This design comes from an exercise in tuning for small area, a short achievable clock period and few clock cycles on the open sky130 flow, not from production work. In this exercise RTL edits were held to simulation tests only and were not proved equivalent to the original. Power figures rest on the tool's default switching activity, not on a simulated workload. No driver is modelled on the clock port, so clocking that relies on it looks cheaper here than on a real chip.

## job 3272
==> flow/design.v <==
module lhb_rx #(
    parameter FRAME_CAP = 100            
) (
    input  wire        clk,
    input  wire        rst,              
    input  wire        rx_valid,
    input  wire [7:0]  rx_data,
    output wire        rx_ready,
    output wire        m_valid,
    output wire [7:0]  m_data,
    output wire        m_last,
    output wire        m_empty,          
    input  wire        m_ready,
    output wire        e_valid,
    output wire [3:0]  e_code,
    output wire [7:0]  e_arg,
    output wire [15:0] e_len,
    output wire [3:0]  e_stat,
    input  wire        e_ready
);
    localparam RD_TAP   = FRAME_CAP - 1;     
    localparam RING_LEN = FRAME_CAP + 1;     
    localparam SW       = 7;                 
    localparam [1:0] E_FRAME_OVERFLOW = 2'd1;
    localparam [1:0] E_SYNC_LOST      = 2'd2;
    localparam [1:0] E_DECODE_ERROR   = 2'd3;
    reg  [8*RING_LEN-1:0] ring;
    wire [7:0] ring_last = ring[8*RING_LEN-1 -: 8];
    wire [7:0] rd_x      = ring[8*RD_TAP+7 -: 8];       
    reg        rdy_q;                    
    reg        ib_v;                     
    reg        ib_z;                     
    reg [7:0]  ib_d;
    reg        s_start;                  
    reg        s_acc0;                   
    reg        s_accb;                   
    reg        s_end;                    
    reg [6:0]  flen;                     
    reg        f_full;                   
    reg [6:0]  wblk;                     
    reg        f_bend;                   
    reg        live;                     
    reg        wrapped;                  
    reg [SW-1:0] ostage;                 
    reg [SW-1:0] nstage;                 
    reg        f_otap;                   
    reg        f_otop;                   
    reg        f_nzero;                  
    reg        f_ntap;                   
    reg        f_ntop;                   
    reg        r_sep;                    
    reg        r_pend;                   
    reg        r_body;                   
    reg        r_skip;                   
    reg [6:0]  rblk;                     
    reg        f_rone;                   
    reg        rz_x, rz_nx;              
    reg [5:0]  wseq, rseq;
    reg [5:0]  bq0, bq1;
    reg        bqv0, bqv1;
    reg        bq_pop_q;                 
    reg        vh_q;                     
    reg        vg_q;                     
    reg        mv_q, ml_q, me_q;
    reg [7:0]  md_q;
    reg        m1_v, m1_l, m1_e;
    reg [7:0]  m1_d;
    reg        ev_q;
    reg [1:0]  ec_q;
    reg        es_q;
    reg [7:0]  ea_q;
    reg [6:0]  el_q;
    assign rx_ready = rdy_q;
    assign m_valid  = mv_q;
    assign m_data   = md_q;
    assign m_last   = ml_q;
    assign m_empty  = me_q;
    assign e_valid  = ev_q;
    assign e_code   = {2'b00, ec_q};
    assign e_arg    = ea_q;
    assign e_len    = {9'd0, el_q};
    assign e_stat   = {es_q, 3'b000};
    wire slot_free = !live || (!f_otop && !wrapped);
    wire slot_next = slot_free && f_nzero;
    wire c_sync_lost = s_start && !ib_z;
    wire c_first     = s_acc0 && !ib_z;
    wire c_end       = s_accb && ib_z;
    wire c_data      = s_accb && !ib_z && !f_full;
    wire c_overflow  = s_accb && !ib_z && f_full;
    wire c_dec_err   = c_end && !f_bend;
    wire need_err    = c_sync_lost || c_dec_err || c_overflow;
    wire c_bad       = c_dec_err || c_overflow;
    wire w_ok = (!need_err || !ev_q) &&
                (!c_first || slot_free) &&
                (!s_accb || slot_next) &&
                (!c_bad || !bqv1);
    wire w_take = ib_v && w_ok;
    wire wr_body = w_take && (c_first || c_data);
    wire wr_term = w_take && s_accb && !c_data;
    wire wr_fill = !s_accb && slot_free;
    wire wrote   = wr_body || wr_term || wr_fill;
    wire v_bad   = w_take && c_bad;
    wire e_raise = w_take && need_err;
    wire [6:0] blk_load = ib_d[7] ? 7'h7F : ib_d[6:0];
    wire at_tap  = live && f_otap;
    wire r_one   = r_sep && !rz_x && rz_nx;               
    wire r_need  = r_one || r_pend;                       
    wire r_emit  = (r_need && vg_q) || r_body;
    wire r_nx_ok = !(r_sep && !rz_x && f_ntap);           
    wire r_can   = at_tap && (!r_need || vh_q) && r_nx_ok;
    wire r_take  = r_can && (!r_emit || !m1_v);
    wire v_pop   = r_take && r_need;
    wire m_emit  = r_take && r_emit;
    wire m_pop   = !mv_q || m_ready;                      
    wire [7:0] n_d = f_rone ? 8'h00 : rd_x;
    wire n_l = rz_nx;
    wire n_e = r_sep;
    wire r_last    = r_take && f_ntap;           
    wire live_d    = wrote || (live && !r_last);
    wire [SW-1:0] ostage_d = (!live || r_last) ? {SW{1'b0}} :
                             r_take ? ostage :
                             f_otop ? {SW{1'b0}} : ostage + 1'b1;
    wire [SW-1:0] nstage_d = (wrote || f_ntop) ? {SW{1'b0}} : nstage + 1'b1;
    wire otop_d    = live && f_otap && !r_take;
    wire wrapped_d = !f_ntop && (wrapped || (live && f_otop));
    reg [5:0] bq0_d, bq1_d;
    reg       bqv0_d, bqv1_d;
    always @* begin
        if (bq_pop_q) begin
            bq0_d = bq1;  bqv0_d = bqv1;
            bq1_d = bq1;  bqv1_d = 1'b0;
        end else begin
            bq0_d = bq0;  bqv0_d = bqv0;
            bq1_d = bq1;  bqv1_d = bqv1;
        end
        if (v_bad) begin
            if (!bqv0_d) begin bq0_d = wseq; bqv0_d = 1'b1; end
            else         begin bq1_d = wseq; bqv1_d = 1'b1; end
        end
    end
    wire [5:0] wseq_d = wseq + wr_term;
    wire [5:0] rseq_d = rseq + v_pop;
    wire eq_w  = (wseq == rseq);
    wire eq_w1 = (wseq + 1'b1 == rseq);
    wire eq_b0 = (bq0 == rseq);
    wire eq_b1 = (bq1 == rseq);
    wire vh_d  = wr_term ? !eq_w1 : !eq_w;
    wire push0 = v_bad && !(bq_pop_q ? bqv1 : bqv0);    
    wire vg_d  = !(push0 ? eq_w : bqv0_d && (bq_pop_q ? eq_b1 : eq_b0));
    wire free_c  = !otop_d && !wrapped_d;
    wire wrote_c = slot_free && (!s_accb || (ib_v && f_nzero && !ev_q && !bqv1));
    wire cont_c  = wrote_c || f_ntop;
    wire ev_c    = (ib_v && need_err) || (ev_q && !e_ready);
    wire bq_c    = !bqv1 && !(bqv0 && ib_v && s_accb && (ib_z ? !f_bend : f_full));
    wire rdy_d   = free_c && cont_c && !ev_c && bq_c;
    always @(posedge clk) begin
        ring  <= {ring[8*(RING_LEN-1)-1:0],
                  wrote ? (wr_body ? ib_d : 8'h00) : ring_last};
        rz_x  <= (ring[8*(RD_TAP-1)+7 -: 8] == 8'h00);
        rz_nx <= (ring[8*(RD_TAP-2)+7 -: 8] == 8'h00);
        if (w_take || !ib_v) begin
            ib_d <= rx_data;
            ib_z <= (rx_data == 8'h00);
        end
        ostage  <= ostage_d;
        nstage  <= nstage_d;
        f_otap  <= live && !r_last && (r_take || (ostage == RD_TAP-1));
        f_otop  <= otop_d;
        f_nzero <= wrote || f_ntop;
        f_ntap  <= !wrote && (nstage == RD_TAP-1);
        f_ntop  <= !wrote && f_ntap;
        if (s_start) begin
            flen   <= 7'd0;
            f_full <= 1'b0;
        end else if (wr_body) begin
            flen   <= flen + 1'b1;
            f_full <= (flen == FRAME_CAP-1);
        end
        if (w_take && (c_first || (c_data && f_bend))) begin
            wblk   <= blk_load;
            f_bend <= (blk_load == 7'd1);
        end else if (w_take && c_data) begin
            wblk   <= wblk - 1'b1;
            f_bend <= (wblk == 7'd2);
        end
        if (r_take && (r_sep || f_rone)) begin
            rblk   <= rd_x[6:0];
            f_rone <= (rd_x[6:0] == 7'd1);
        end else if (r_take) begin
            rblk   <= rblk - 1'b1;
            f_rone <= (rblk == 7'd2);
        end
        bq0 <= bq0_d;
        bq1 <= bq1_d;
        if (m_pop) begin
            md_q <= m1_v ? m1_d : n_d;
            ml_q <= m1_v ? m1_l : n_l;
            me_q <= m1_v ? m1_e : n_e;
        end
        if (!m1_v) begin
            m1_d <= n_d;
            m1_l <= n_l;
            m1_e <= n_e;
        end
        if (!ev_q) begin
            ec_q <= c_sync_lost ? E_SYNC_LOST : c_overflow ? E_FRAME_OVERFLOW : E_DECODE_ERROR;
            es_q <= c_dec_err;
            ea_q <= c_dec_err ? 8'h00 : ib_d;
            el_q <= c_sync_lost ? 7'd0 : c_overflow ? FRAME_CAP[6:0] : flen;
        end
    end
    always @(posedge clk) begin
        if (rst) begin
            rdy_q    <= 1'b1;
            ib_v     <= 1'b0;
            s_start  <= 1'b1;
            s_acc0   <= 1'b0;
            s_accb   <= 1'b0;
            s_end    <= 1'b0;
            live     <= 1'b0;
            wrapped  <= 1'b0;
            r_sep    <= 1'b1;
            r_pend   <= 1'b0;
            r_body   <= 1'b0;
            r_skip   <= 1'b0;
            wseq     <= 6'd0;
            rseq     <= 6'd0;
            bqv0     <= 1'b0;
            bqv1     <= 1'b0;
            bq_pop_q <= 1'b0;
            vh_q     <= 1'b0;
            vg_q     <= 1'b1;
            mv_q     <= 1'b0;
            m1_v     <= 1'b0;
            ev_q     <= 1'b0;
        end else begin
            rdy_q   <= rdy_d;
            ib_v    <= (rx_valid && rdy_q) || (ib_v && !w_take);
            if (w_take) begin
                s_start <= (s_end && ib_z) || c_end;
                s_acc0  <= (s_start && ib_z) || (s_acc0 && ib_z);
                s_accb  <= c_first || c_data;
                s_end   <= c_sync_lost || c_overflow || (s_end && !ib_z);
            end
            live    <= live_d;
            wrapped <= wrapped_d;
            if (r_take) begin
                r_sep  <= (r_sep && (rz_x || rz_nx)) || (r_skip && rz_x) ||
                          ((r_pend && vg_q) || r_body) && rz_nx;
                r_pend <= r_sep && !rz_x && !rz_nx;
                r_body <= ((r_pend && vg_q) || r_body) && !rz_nx;
                r_skip <= (r_skip && !rz_x) || (r_pend && !vg_q);
            end
            wseq     <= wseq_d;
            rseq     <= rseq_d;
            bqv0     <= bqv0_d;
            bqv1     <= bqv1_d;
            bq_pop_q <= v_pop && !vg_q;
            vh_q     <= vh_d;
            vg_q     <= vg_d;
            if (m_pop) begin
                mv_q <= m1_v || m_emit;
                m1_v <= 1'b0;
            end else if (m_emit)
                m1_v <= 1'b1;
            ev_q <= e_raise || (ev_q && !e_ready);
        end
    end
endmodule
export LEC_CHECK = 0
export CAP_MARGIN = 20
export CORE_MARGIN = 2
export CORE_UTILIZATION = 70
export CTS_BUF_LIST = sky130_fd_sc_hd__clkbuf_8
export CTS_CLUSTER_DIAMETER = 60
export CTS_CLUSTER_SIZE = 16
export PLACE_DENSITY = 0.85
export SLEW_MARGIN = 20
create_clock -name core_clock -period 10.0 [get_ports {clk}]
standard.sh (not shown) runs the stock make flow with config.mk's settings and CLKGATE_MAP_FILE= SYNTH_SCRIPT=/design/flow/synth_recipe.tcl, a recipe that flattens the netlist after the stock synthesis.
==> flow/flow/run.sh <==
#!/bin/bash
# Layout flow: the standard ORFS flow, with the input and output port
# buffers inserted as sky130_fd_sc_hd__buf_2 instead of the default cell.
set -euo pipefail
export BUFFER_PORTS_ARGS="-buffer_cell sky130_fd_sc_hd__buf_2"
bash standard.sh finish > standard_flow.log 2>&1
Testbench counts of job 3272, summed over its fixed seeds: cycles 11,733.
Changes in job 6987 relative to job 3272:
Settings: CORE_UTILIZATION changed from 70 to 50; CTS_CLUSTER_DIAMETER changed from 60 to 100; PLACE_DENSITY changed from 0.85 to 0.65; CTS_BUF_LIST removed (was sky130_fd_sc_hd__clkbuf_8); CTS_CLUSTER_SIZE changed from 16 to 30.
==> flow/flow/run.sh <==
#!/bin/bash
# Layout flow: the standard ORFS flow, with the input and output port
# buffers inserted as sky130_fd_sc_hd__buf_2 instead of the default cell,
# and clock tree synthesis without dummy loads.
set -euo pipefail
export BUFFER_PORTS_ARGS="-buffer_cell sky130_fd_sc_hd__buf_2"
export CTS_ARGS="-sink_clustering_enable -repair_clock_nets -sink_clustering_size 30 -sink_clustering_max_diameter 100 -dont_use_dummy_load"
bash standard.sh finish > standard_flow.log 2>&1
Findings:
- Having completed the whole flow, job 6987 delivered a layout that passed the timing, design-rule and antenna checks.
- | met1 track demand over resource | higher: job 3272 |
- Route | job 6987 vs job 3272 | wire shorter in job 6987
- Summary of job 6987 over job 3272: global-route usage went down, proportion of register bits with asynchronous set or reset after synthesis roughly the same, total power moved down.
- For routed length on met2, dividing the value from job 6987 by the value from job 3272 gives 0.69.
- Comparing job 6987 against job 3272, there is no change at all in mux contribution to synthesized area.
- Re leakage power: job 6987 is 0.16 nW down on job 3272.
- Delta (job 6987 minus job 3272): pre-CTS setup slack level, number of non-filler instances in the completed layout shows an increase of 7.1%.
Relative to job 6987, the following input files were edited for job 1451:
Settings: CTS_CLUSTER_SIZE: 30 -> 24; PLACE_DENSITY: 0.65 -> 0.85; CTS_CLUSTER_DIAMETER: 100 -> 80; CORE_UTILIZATION: 50 -> 70.
==> flow/flow/run.sh <==
#!/bin/bash
# Layout flow: the standard ORFS flow, with the input and output port
# buffers inserted as sky130_fd_sc_hd__buf_2 instead of the default cell.
set -euo pipefail
export BUFFER_PORTS_ARGS="-buffer_cell sky130_fd_sc_hd__buf_2"
bash standard.sh finish > standard_flow.log 2>&1
==> notes.md <==
Portion of the clock cycle consumed by the worst path in the final layout was higher in job 1451 than in job 6987.
Between job 6987 and job 1451, the flow reports power increasing by a few percent.
Measured against job 1451, the global-route wire length before repair of job 6987 comes out at 0.836 times the reference value.
Summary: with job 6987 as the reference, number of fill cells in job 1451 moved down by more than half.
Note that the count of non-filler cells in the finished layout recorded for job 6987 amounts to 1.09 times the value seen in job 1451.
For job 2808, these inputs were changed with respect to job 1451:
Settings: CTS_CLUSTER_SIZE: 24 -> unset; CTS_CLUSTER_DIAMETER: 80 -> unset; PLACE_DENSITY: 0.85 -> 0.75; CORE_UTILIZATION: 70 -> 50.
==> flow/flow/run.sh <==
#!/bin/bash
# Layout flow: the standard ORFS flow, with the input and output port
# buffers inserted as sky130_fd_sc_hd__buf_2 instead of the default cell,
# and clock tree synthesis without dummy loads.
set -euo pipefail
export BUFFER_PORTS_ARGS="-buffer_cell sky130_fd_sc_hd__buf_2"
export CTS_ARGS="-sink_clustering_enable -repair_clock_nets -sink_clustering_size 30 -sink_clustering_max_diameter 100 -dont_use_dummy_load"
bash standard.sh finish > standard_flow.log 2>&1
Findings:
- Job 2808 finished all stages; the layout is clean.
- End-of-flow core utilization (job 2808 over job 1451): decrease, 22 points
- Status: logic depth of the worst register-to-register path parity (job 1451, job 2808)
- Measured against job 2808, the routed wire length of job 1451 comes out at 1.20 times the reference value.
- [compare] base=job 1451 new=job 2808: sequential power share up 2.9 points; insertion delay to the later sink of the worst-skew pair has decreased.
- As of job 2808, net switching power had fallen by a little under 10% compared to job 1451.
- Looking at clock network area share across job 1451 and job 2808, the one that comes out lower is job 2808.
- Measured against each other, job 1451 and job 2808 differ in power of the clock network, the higher figure coming from job 1451.

[what the ideal ports hide]
Ports are ideal in the flow. The routed layouts listed here were re-timed in OpenROAD. Step 1 sets driving cells, clkbuf_16 on the clock port and buf_2 on the other inputs (assumed; they add their load-dependent delay and slew). Step 2 times the ports against the registers' clock, not the clock port: input delays grow and output delays shrink by t, the midpoint of the rising clock arrivals with the driver on. Slacks: no drivers / after step 1 / after step 2; pairs: no drivers / after step 1.
run	t, ns	setup slack, ns	clock arrival spread, ns
job 3272	0.649	6.792 / 6.745 / 6.998	0.041 / 0.041
job 6987	0.605	6.894 / 6.841 / 6.996	0.027 / 0.028
job 1451	0.604	6.849 / 6.800 / 6.989	0.030 / 0.030
job 2808	0.584	6.879 / 6.828 / 6.922	0.053 / 0.053
After both steps every run listed still meets setup and hold.
